Source: an optimization exercise on an open RTL-to-GDS flow (aim: small area, a short achievable clock period and few clock cycles per item). Production flows keep margins and buffers that such runs may drop. Function was checked by simulation only, so behaviour that the tests miss may differ from the original. Power and IR drop assume default switching activity.

`config.mk`:
```
export PLATFORM = sky130hd
export DESIGN_NAME = rev_counter
export DESIGN_NICKNAME = rev_counter
export VERILOG_FILES = /design/flow/design.v
export SDC_FILE = /design/flow/constraint.sdc
export NUM_CORES = 4
export LEC_CHECK = 0
export ABC_CLOCK_PERIOD_IN_PS = 2500
export CAP_MARGIN = 20
export CORE_MARGIN = 2
export CORE_UTILIZATION = 40
export SETUP_SLACK_MARGIN = 5
export SLEW_MARGIN = 20
```
`constraint.sdc`:
```
create_clock -name core_clock -period 10.0 [get_ports {clk}]
set_input_delay 2.0000 -clock core_clock [delete_from_list [all_inputs] [get_ports {clk}]]
set_output_delay 2.0000 -clock core_clock [all_outputs]
set_load 0.01 [all_outputs]
```
`design.v`:
```
module rev_counter (
    input  wire         clk,
    input  wire         rst,
    input  wire [16:0]  tap,           
    input  wire [271:0] landmarks,     
    input  wire         req_valid,
    output wire         req_ready,
    input  wire [16:0]  req_seed,
    output wire         resp_valid,
    input  wire         resp_ready,
    output reg          resp_timeout,
    output wire [17:0]  resp_count
);
    localparam K  = 16;         
    localparam KB = 4;          
    localparam R  = 8;          
    localparam CB = 17 - KB;    
    localparam [3:0] S_IDLE = 4'd0, S_F1 = 4'd1, S_F2 = 4'd2, S_RUN = 4'd3,
                     S_T0 = 4'd4, S_T1 = 4'd5, S_T2 = 4'd6, S_T3 = 4'd7,
                     S_T4 = 4'd8, S_DONE = 4'd9, S_INIT = 4'd10;
    reg [3:0]    state;
    reg [3:0]    icnt;        
    reg [16:0]   row [1:R];
    reg [16:0]   A;           
    reg [K-1:0]  Lr;          
    reg [16:0]   Ab;          
    reg [K-1:0]  Lb;          
    reg [K-1:0]  hR;          
    reg [K-1:0]  hL;          
    reg [CB:0]   bc;          
    reg [KB-1:0] win;         
    reg [3:1]    idx;         
    assign req_ready  = (state == S_IDLE);
    assign resp_valid = (state == S_DONE);
    assign resp_count = {bc, win};
    integer r, j;
    always @(posedge clk) begin
        row[1] <= {tap[15:0], 1'b1};
        for (r = 2; r <= R; r = r + 1) begin
            row[r][0] <= row[r-1][16];
            for (j = 0; j < 16; j = j + 1)
                row[r][j+1] <= row[r-1][j] ^ (row[r-1][16] & row[1][j+1]);
        end
    end
    reg [16:0] stepK;
    reg [16:0] cur;
    integer bnk, q;
    always @(*) begin
        cur = A;
        for (bnk = 0; bnk < K / R; bnk = bnk + 1) begin
            stepK = cur >> R;
            for (q = 1; q <= R; q = q + 1)
                stepK[17-R+q-1] = ^(row[q] & cur);
            cur = stepK;
        end
        stepK = cur;
    end
    wire [K+16:0] Z = {A, Lr};
    wire        cur_bit = ~hL[win];
    reg  [15:0] E;
    integer m;
    always @(*) begin
        for (m = 0; m < 16; m = m + 1) begin
            case (state)
                S_T0: E[m] = (m[3] == 1'b0);
                S_T1: E[m] = (m[3] == cur_bit) && (m[2] == 1'b0);
                S_T2: E[m] = (m[3] == idx[3]) && (m[2] == cur_bit) && (m[1] == 1'b0);
                S_T3: E[m] = (m[3] == idx[3]) && (m[2] == idx[2]) && (m[1] == cur_bit) && (m[0] == 1'b0);
                default: E[m] = 1'b1;
            endcase
        end
    end
    reg [K-1:0] cR, cL;
    integer i, k;
    always @(*) begin
        for (i = 0; i < K; i = i + 1) begin
            cR[i] = (Z[i +: 17] == 17'h00001);
            cL[i] = 1'b0;
            for (k = 0; k < 16; k = k + 1)
                cL[i] = cL[i] | (E[k] & (Z[i +: 17] == landmarks[17*k +: 17]));
        end
    end
    always @(posedge clk) begin
        hR <= cR;
        hL <= cL;
    end
    wire [K-1:0] hAny = hR | hL;
    reg  [KB-1:0] first;
    integer f;
    always @(*) begin
        first = {KB{1'b0}};
        for (f = K - 1; f >= 0; f = f - 1)
            if (hAny[f]) first = f[KB-1:0];
    end
    wire first_ref = hR[first];
    always @(posedge clk) begin
        Ab <= A;
        Lb <= Lr;
        if (rst) begin
            state <= S_INIT;
            icnt  <= 4'd0;
        end else begin
            case (state)
                S_INIT: begin
                    icnt <= icnt + 4'd1;
                    if (icnt == R) state <= S_IDLE;
                end
                S_IDLE: if (req_valid) begin
                    A            <= req_seed;
                    bc           <= {(CB+1){1'b0}};
                    win          <= {KB{1'b0}};
                    resp_timeout <= 1'b0;
                    state        <= S_F1;
                end
                S_F1: begin
                    A     <= stepK;
                    Lr    <= A[K-1:0];
                    state <= S_F2;
                end
                S_F2: begin
                    A     <= stepK;
                    Lr    <= A[K-1:0];
                    state <= S_RUN;
                end
                S_RUN: begin
                    if (bc[CB]) begin
                        if (!hR[0]) begin
                            resp_timeout <= 1'b1;
                            bc           <= {(CB+1){1'b0}};
                        end
                        state <= S_DONE;
                    end else if (|hAny) begin
                        win <= first;
                        if (first_ref) begin
                            state <= S_DONE;
                        end else begin
                            A     <= Ab;
                            Lr    <= Lb;
                            state <= S_T0;
                        end
                    end else begin
                        A  <= stepK;
                        Lr <= A[K-1:0];
                        bc <= bc + 1'b1;
                    end
                end
                S_T0: state <= S_T1;
                S_T1: begin idx[3] <= cur_bit; state <= S_T2; end
                S_T2: begin idx[2] <= cur_bit; state <= S_T3; end
                S_T3: begin idx[1] <= cur_bit; state <= S_T4; end
                S_T4: begin
                    bc[CB:CB-4] <= bc[CB:CB-4] + {1'b0, idx[3:1], cur_bit};
                    state       <= S_DONE;
                end
                S_DONE: if (resp_ready) state <= S_IDLE;
                default: state <= S_IDLE;
            endcase
        end
    end
endmodule
```
`run.sh`:
```
#!/bin/bash
# synth_recipe.tcl (not shown) runs the flow's synth.tcl, then flattens the netlist and writes it again
# the make line also repeats each setting of config.mk as NAME=value (left out here)
make -C /OpenROAD-flow-scripts/flow DESIGN_CONFIG=/design/flow/config.mk WORK_HOME=/design/flow/orfs CLKGATE_MAP_FILE= SYNTH_SCRIPT=/design/flow/synth_recipe.tcl finish
```
==> metrics.yaml, run 1 <==
outcome:
  outcome: "timing/DRC/antenna clean"
clock_network:
  clk_pin_slew_ns: 0.07
  cts_made_buffers: 34
  cts_hold_repair.buffers: 0
  cts.sink_count: 263
  clk_root_buffer_cell: "sky130_fd_sc_hd__clkbuf_16"
  ctsHtreeMaxLevel: 2
  worst_skew_pair_later_pin_latency_ns: 0.57
  ctsLongestPathBuffers: 3
  clock_tree_from_tritoncts: "built"
yosys:
  syn_area_per_cell_um2: 7.67
  ys_warn_count: 2
  yosysMostFrequentCell: "sky130_fd_sc_hd__xnor2_1"
  synth_seq_cells: 263
  syn-cell-area_um2: 65900
  yosys_cell_types: 75
  synth_area_leaders: "sky130_fd_sc_hd__xnor2_1 (38%), sky130_fd_sc_hd__xor2_1 (25%), sky130_fd_sc_hd__dfxtp_1 (6.3%)"
  synth_sequential_area_ratio_pct: 8.83
  synthesis.nets: 8911
  asyncSetResetFlopFracSynth_pct: 0
  post-synth-top-area-fraction_pct: 37.5
  synth-edff-count: 55
  dominantRegCellSynth: "sky130_fd_sc_hd__dfxtp_1"
  synthesis.instances: 8592
  synth_commonest_cells: "sky130_fd_sc_hd__xnor2_1 (2,823), sky130_fd_sc_hd__xor2_1 (1,874), sky130_fd_sc_hd__nand4_1 (564)"
  library_cell_with_the_largest_summed_area_after_synthesis: "sky130_fd_sc_hd__xnor2_1"
cells_and_area:
  multi_input_area_um2: 55400
  syn_to_final_growth_pct: 9.32
  fraction_of_layout_cells_with_a_size_suffix_above_1_pct: 6.19
  final_nets: 8568
  area.sequential_um2: 5820
  final.fill_count: 16100
sta:
  unrepaired_setup_endpoints_after_global_routing: "no"
  final_hold_violations: 0
  min_period_over_period_pct: 49.6
  setup_viol: 0
  final.min_clock_period_ns: 4.96
  setup_tns_ns: 0
  max_slew_margin_pct: 15.0
  fin_skew_ns: 0.0403
  fmax_ghz: 0.202
  worst_slew_pin_slew_ns: 1.26
  timing.final.max_slew_violations: 0
place:
  port-buffer-count: 329
  gp_congestion: 0.939
  hpwl_um: 175000
pwr:
  combPwrFrac_pct: 81.6
  post-layout-total-power_mw: 16.1
  cellPowerDensity_nw_per_um2: 223
  sw_ratio_pct: 51.0
  leakagePower_nw: 23.2
  clockPowerShare_pct: 7.8
  power.share.sequential_pct: 10.7
  p_int_mw: 7.88
  irDropWorstVdd_mv: 0.590
  power_switching_mw: 8.20
global_routing:
  grt_antenna_before_repair: 70
  grt_first_pass_wirelength_um: 424000
  grt_pass1_vias: 62700
  maximum_number_of_pins_on_one_net_before_global_route_repair: 92
  global_route.overflow_total: 0
  grt.total_usage_pct: 32.7
worst_setup_path:
  critical_path.max_fanout: 16
  critical_path.endpoint_type: "flip-flop"
  worst-endpoint-arrival_ns: 5.34
  critPathKind: "flip-flop to flip-flop"
  crit_required_ns: 10.39
  timing.critical_path.from_type: "flip-flop"
hold_path:
  worstHoldPathType: "flip-flop to flip-flop"
route:
  first_iter_violations: 7646
  dr_total_vias: 64400
  dr.pass1.iters: 6
  detail_route.wirelength_um: 289000
  viasPerCell: 6.14
  antenna_violating_nets_post_route: 0
  routed_wire_length_per_instance_um: 27.6
  post-route-drc-count: 0
floorplanning:
  dieWidth_um: 410
  initial_core_util_pct: 40.4
  num_rows: 148
  fp.dieArea_um2: 168000
  coreArea_um2: 163000
  floorplan.io_pins: 331
  chipHeight_um: 410
job:
  max_cap_violations: 0
[per-layer routing]
layer / global-route usage [%] / vias up / share of wire (%)
li1: - / 27300 / -
met2: 49.0 / 4594 / 42
met5: 0 / - / 0.14
met3: 9.03 / 1229 / 13
met1: 41.0 / 31200 / 38
met4: 21.0 / 64 / 6.8
[power by group through the flow]
stage / registers, mW / clock network [mW] / logic, mW
2_1_floorplan: 1.59 / 0 / 9.77
3_3_place_gp: 1.72 / 0 / 12.5
3_5_place_dp: 1.73 / 0 / 12.8
4_1_cts: 1.71 / 1.26 / 12.8
5_1_grt: 1.74 / 1.30 / 13.7
6_report: 1.72 / 1.25 / 13.1
[per-stage QoR]
step           worst slack [ns]  instances  hold WS (ns)  util (%)  cell area [um^2]
3_3_place_gp               4.06      10400         0.469      43.4             70800
2_1_floorplan              6.05       8592         0.329         -             65900
5_1_grt                    5.02      10500         0.486      44.1             72000
4_1_cts                    4.95      10400         0.469      44.1             71900
6_report                   5.04      10500         0.473      44.1             72000
3_5_place_dp               4.11      10400         0.467      43.4             70800
[cell families after synthesis]
logic type / share of synthesized area (%)
XOR/XNOR: 63.1
AND/OR/NAND/NOR: 17.9
buffers and inverters: 7.16
flip-flops: 8.83
AO/OA/AOI/OAI: 2.37
multiplexers: 0.420
adder cells (fa/ha/maj): 0.182
[final timing paths]
path	from	end	slack [ns]	cells after the start
hold reg to reg	row[5][6]	row[6][7]	0.47	1
setup reg to reg	win[0]	hL[1]	5.04	9
hold / removal	row[5][6]	row[6][7]	0.47	1
setup / recovery	win[0]	hL[1]	5.04	9
[worst max-delay path, cell delays in order, from the launching register on]
cell	delay (ns)
sky130_fd_sc_hd__edfxtp_1	0.61
sky130_fd_sc_hd__mux4_2	0.57
sky130_fd_sc_hd__mux4_2	0.71
sky130_fd_sc_hd__inv_2	0.27
sky130_fd_sc_hd__nand2_1	0.10
sky130_fd_sc_hd__a211o_2	0.56
sky130_fd_sc_hd__a32oi_2	0.43
sky130_fd_sc_hd__o311ai_0	0.47
sky130_fd_sc_hd__nor4_2	0.84
sky130_fd_sc_hd__o311ai_1	0.21
[state kept, by name, indices dropped and copies added (netlist names), 3 cells and up]
| signal | cells |
|---|---|
| bc | 14 |
| A | 17 |
| row | 135 |
| hL | 16 |
| icnt | 4 |
| Lb | 16 |
| Ab | 17 |
| win | 4 |
| state | 4 |
| Lr | 16 |
| idx | 3 |
| hR | 16 |
[area by class of cell]
type,count,area share (%)
Multi-Input combinational cell,7191,77.0
Timing Repair Buffer,744,9.43
Sequential cell,263,8.08
Tap cell,2175,3.78
Clock buffer,48,1.33
Clock inverter,11,0.205
Antenna cell,36,0.125
Inverter,15,0.0782
[layout by cell type (no fill, tap or decap), drive strengths merged, types with 26 or more instances in the layout]
cell type      netlist  routed
a32oi               26      26
buf                767     417
clkbuf             356      51
clkdlybuf4s50        0     319
dfxtp              208     208
diode                0      36
edfxtp              55      55
nand2              472     472
nand3              345     345
nand4              564     564
nor2                68      68
nor3               360     360
nor4               387     387
o21ai               39      39
o22ai               27      27
xnor2             2827    2827
xor2              1874    1874
[what timing repair did]
| action | in CTS | in global routing |
|---|---|---|
| cloned | 0 | 0 |
| pin swaps | 0 | 1 |
| resized for setup | 6 | 13 |
| endpoints found under the setup margin | 8 | 7 |
| buffers inserted | 0 | 0 |
Testbench counts, summed over its fixed seeds: cycles 37,431, items 128.
==> run 2, diff against run 1 <==
--- a/config.mk
+++ b/config.mk
@@ -6,8 +6,6 @@
 export NUM_CORES = 4
 export LEC_CHECK = 0
-export ABC_CLOCK_PERIOD_IN_PS = 2500
 export CAP_MARGIN = 20
 export CORE_MARGIN = 2
 export CORE_UTILIZATION = 40
-export SETUP_SLACK_MARGIN = 5
 export SLEW_MARGIN = 20
==> run 2 against run 1 <==
Net effect: still clean on timing, DRC and antenna; core utilization hardly changed; final area hardly changed; non-clock buffer count stayed put; critical path depth stayed put; sequential share of layout area hardly changed; global-route usage stayed put; die area stayed put; flip-flop and latch count stayed put; worst setup slack worse by 0.60 ns; cell count hardly changed; sequential power hardly changed; register-to-register slack worse by 0.28 ns; critical path type is now primary input to flip-flop; largest cell class unchanged.
==> metrics.yaml, run 2 <==
sta:
  setup_viol: 0  # unchanged
  final.min_clock_period_ns: 5.56  # +0.600 ns
  timing.final.max_slew_violations: 0  # unchanged
  worst_slew_pin_slew_ns: 1.24  # -0.0275 ns
  fin_skew_ns: 0.0399  # -0.000373 ns
  unrepaired_setup_endpoints_after_global_routing: "no"
  fmax_ghz: 0.180  # -11%
  final_hold_violations: 0  # unchanged
  max_slew_margin_pct: 16.9  # +1.8 points
  min_period_over_period_pct: 55.6  # +6.0 points
  setup_tns_ns: 0  # unchanged
pwr:
  sw_ratio_pct: 51.0  # about the same
  irDropWorstVdd_mv: 0.593  # +0.54%
  p_int_mw: 7.88  # about the same
  power_switching_mw: 8.21  # about the same
  clockPowerShare_pct: 7.7  # about the same
  power.share.sequential_pct: 10.7  # about the same
  combPwrFrac_pct: 81.6  # about the same
  cellPowerDensity_nw_per_um2: 223  # about the same
  leakagePower_nw: 23.2  # -0.15%
place:
  hpwl_um: 175000  # unchanged
  port-buffer-count: 329  # unchanged
  placedCellCount: 10400  # unchanged
  gp_congestion: 0.939  # unchanged
global_routing:
  grt_first_pass_wirelength_um: 424000  # about the same
  grt_pass1_vias: 62700  # -0.037%
  grt_antenna_before_repair: 69  # -1.4%
  maximum_number_of_pins_on_one_net_before_global_route_repair: 92  # unchanged
  grt.total_usage_pct: 32.7  # unchanged
  global_route.overflow_total: 0  # unchanged
cells_and_area:
  final_common_cell: "sky130_fd_sc_hd__xnor2_1"
  final_nets: 8568  # unchanged
  regMostFlops: "row"
  largestRegisters: "row (135), A (17), Ab (17)"
  layout.cells.most_common_list: "sky130_fd_sc_hd__xnor2_1 (2,823), sky130_fd_sc_hd__xor2_1 (1,874), sky130_fd_sc_hd__nand4_1 (564)"
  final.fill_count: 16100  # -0.025%
  multi_input_area_um2: 55400  # about the same
  fraction_of_layout_cells_with_a_size_suffix_above_1_pct: 6.14  # -0.048 points
  syn_to_final_growth_pct: 9.28  # about the same
  final_cell_count_no_fill: 10500  # -0.019%
  final_core_utilization_pct: 44.1  # about the same
  area.sequential_um2: 5820  # unchanged
  largest_register_ff_count: 135  # unchanged
clock_network:
  cts_repair_resize_count: 0  # -6
  clk_pin_slew_ns: 0.06  # about the same
  ctsHtreeMaxLevel: 2  # unchanged
  cts.sink_count: 263  # unchanged
  ctsLongestPathBuffers: 3  # unchanged
  cts_made_buffers: 34  # unchanged
  cts_hold_repair.buffers: 0  # unchanged
  clock_tree_from_tritoncts: "built"
  worst_skew_pair_later_pin_latency_ns: 0.57  # about the same
  cts_post_setup_buffers_inserted: 0  # unchanged
  clk_root_buffer_cell: "sky130_fd_sc_hd__clkbuf_16"
yosys:
  library_cell_with_the_largest_summed_area_after_synthesis: "sky130_fd_sc_hd__xnor2_1"
  yosysMostFrequentCell: "sky130_fd_sc_hd__xnor2_1"
  synth_area_leaders: "sky130_fd_sc_hd__xnor2_1 (38%), sky130_fd_sc_hd__xor2_1 (25%), sky130_fd_sc_hd__dfxtp_1 (6.3%)"
  post-synth-top-area-fraction_pct: 37.5  # unchanged
  ys_warn_count: 2  # unchanged
  syn_area_per_cell_um2: 7.67  # unchanged
  syn-cell-area_um2: 65900  # unchanged
  dominantRegCellSynth: "sky130_fd_sc_hd__dfxtp_1"
  synth-edff-count: 55  # unchanged
  yosys_cell_types: 75  # unchanged
  asyncSetResetFlopFracSynth_pct: 0  # unchanged
  synth_commonest_cells: "sky130_fd_sc_hd__xnor2_1 (2,823), sky130_fd_sc_hd__xor2_1 (1,874), sky130_fd_sc_hd__nand4_1 (564)"
  synth_sequential_area_ratio_pct: 8.83  # unchanged
  synthesis.nets: 8911  # unchanged
  synth_seq_cells: 263  # unchanged
  synthesis.instances: 8592  # unchanged
floorplanning:
  dieWidth_um: 410  # unchanged
  num_rows: 148  # unchanged
  fp.dieArea_um2: 168000  # unchanged
  initial_core_util_pct: 40.4  # unchanged
  chipHeight_um: 410  # unchanged
  floorplan.io_pins: 331  # unchanged
  coreArea_um2: 163000  # unchanged
job:
  max_cap_violations: 0  # unchanged
worst_setup_path:
  crit_required_ns: 10.39  # about the same
  crit_path_frequent_cell: "sky130_fd_sc_hd__nand3_1"
  critical_path.max_fanout: 16  # unchanged
  critical_path.max_stage_delay_ns: 1.22  # +0.38 ns
  timing.critical_path.from_type: "primary input"
  critPathKind: "primary input to flip-flop"
  worst-endpoint-arrival_ns: 5.94  # +0.60 ns
  critical_path.endpoint_type: "flip-flop"
  sum_of_buffers_and_inverters_on_the_critical_path: 1  # unchanged
  cp_max_stage_cell: "sky130_fd_sc_hd__clkdlybuf4s50_1"
  path_cells: "clkdlybuf4s50_1, xor2_1, nor4_1, nand3_1, o41ai_1, a31oi_1, nand3_1, a2111oi_0, nand4_1"
  critical-path-top-delay-family: "compound AO/OA/AOI/OAI gates"
route:
  post-route-drc-count: 0  # unchanged
  detail_route.wirelength_um: 289000  # about the same
  first_iter_violations: 7468  # -2.3%
  routed_wire_length_per_instance_um: 27.6  # about the same
  antenna_violating_nets_post_route: 0  # unchanged
  dr_total_vias: 64300  # -0.24%
  dr.pass1.iters: 6  # unchanged
  viasPerCell: 6.13  # -0.22%
hold_path:
  worstHoldPathType: "flip-flop to flip-flop"
outcome:
  outcome: "timing/DRC/antenna clean"
[run 2: cell counts after synthesis]
No cell type changed its count.
[run 2: power by group through the flow]
stage | clock network (mW) | logic, mW | registers, mW
2_1_floorplan | 0 | 9.77 | 1.59
3_3_place_gp | 0 | 12.5 | 1.72
3_5_place_dp | 0 | 12.8 | 1.73
4_1_cts | 1.26 | 12.8 | 1.71
5_1_grt | 1.30 | 13.7 | 1.74
6_report | 1.25 | 13.1 | 1.71
[run 2: worst paths after layout]
check,startpoint,end,slack [ns],cells past startpoint
setup reg to reg,win[0],hL[1],4.76,9
hold / removal,row[5][6],row[6][7],0.48,1
hold reg to reg,row[5][6],row[6][7],0.48,1
setup / recovery,landmarks[266],hL[11],4.44,9
[run 2: cells by family after synthesis]
kind of cell,Yosys count,share of synthesized area [%]
AO/OA/AOI/OAI,207,2.37
XOR/XNOR,4717,63.1
adder cells (fa/ha/maj),9,0.182
buffers and inverters,1138,7.16
flip-flops,263,8.83
multiplexers,20,0.420
AND/OR/NAND/NOR,2238,17.9
[run 2: stage by stage]
step / cell area [um^2] / setup WS (ns) / total power [mW] / hold WS, ns
after floorplan: 65900 / 6.05 / 11.4 / 0.329
after global placement: 70800 / 4.06 / 14.2 / 0.469
after detailed placement: 70800 / 4.11 / 14.5 / 0.467
after CTS: 71900 / 4.67 / 15.8 / 0.469
after global routing: 72000 / 4.48 / 16.8 / 0.486
final: 72000 / 4.44 / 16.1 / 0.475
[run 2: cell type report]
| cell class | count | share of cell area, % |
|---|---|---|
| tap | 2175 | 3.78 |
| timing repair buffer | 744 | 9.43 |
| clock inverter | 11 | 0.205 |
| sequential | 263 | 8.08 |
| multi-input combinational | 7191 | 77.0 |
| antenna | 34 | 0.118 |
| clock buffer | 48 | 1.33 |
| inverter | 15 | 0.0782 |
[run 2: worst register-to-register path: cells and delay by family, from the launching register on]
family,cells,cell delay (ns)
and+or+nand+nor,2,0.89
DFF,1,0.63
AOI/OAI and AO/OA,4,1.99
muxes,2,1.29
buffers and inverters,1,0.28
[run 2: routing by layer]
| metal | GRT usage (%) | up-vias | wire length [um] |
|---|---|---|---|
| met5 | 0 | - | 468 |
| met2 | 49.0 | 4528 | 122000 |
| met4 | 20.9 | 70 | 19800 |
| met3 | 9.03 | 1267 | 37000 |
| met1 | 41.0 | 31100 | 109000 |
| li1 | - | 27300 | - |

==> static timing again, ports no longer ideal <==
How much do the figures lean on ideal ports? The routed layouts below were timed once more, with nothing changed but the port constraints.
Step 1: set_driving_cell puts a clkbuf_16 on clk and a buf_2 on each other input, an assumption about the parent block.
Step 2, shift: input delay + t, output delay - t, t = (earliest + latest rising clock arrival at the registers) / 2. This alone moves slack from input paths to output paths.
Three values: ideal ports, drivers, drivers and shift; two values: the first two.
run | t, ns | setup WS [ns] | clock arrival spread, ns | slew at the worst register clock pin (ns) | pins driven straight from the clock port
run 1 | 0.623 | 5.044 / 5.002 / 4.379 | 0.041 / 0.041 | 0.07 / 0.07 | 1
run 2 | 0.623 | 4.444 / 4.483 / 3.860 | 0.040 / 0.040 | 0.07 / 0.07 | 1
After both steps setup and hold are still met in every run listed. For run 1, which loses most, drivers alone change the setup slack by -0.042 ns; drivers and shift together by -0.665 ns.
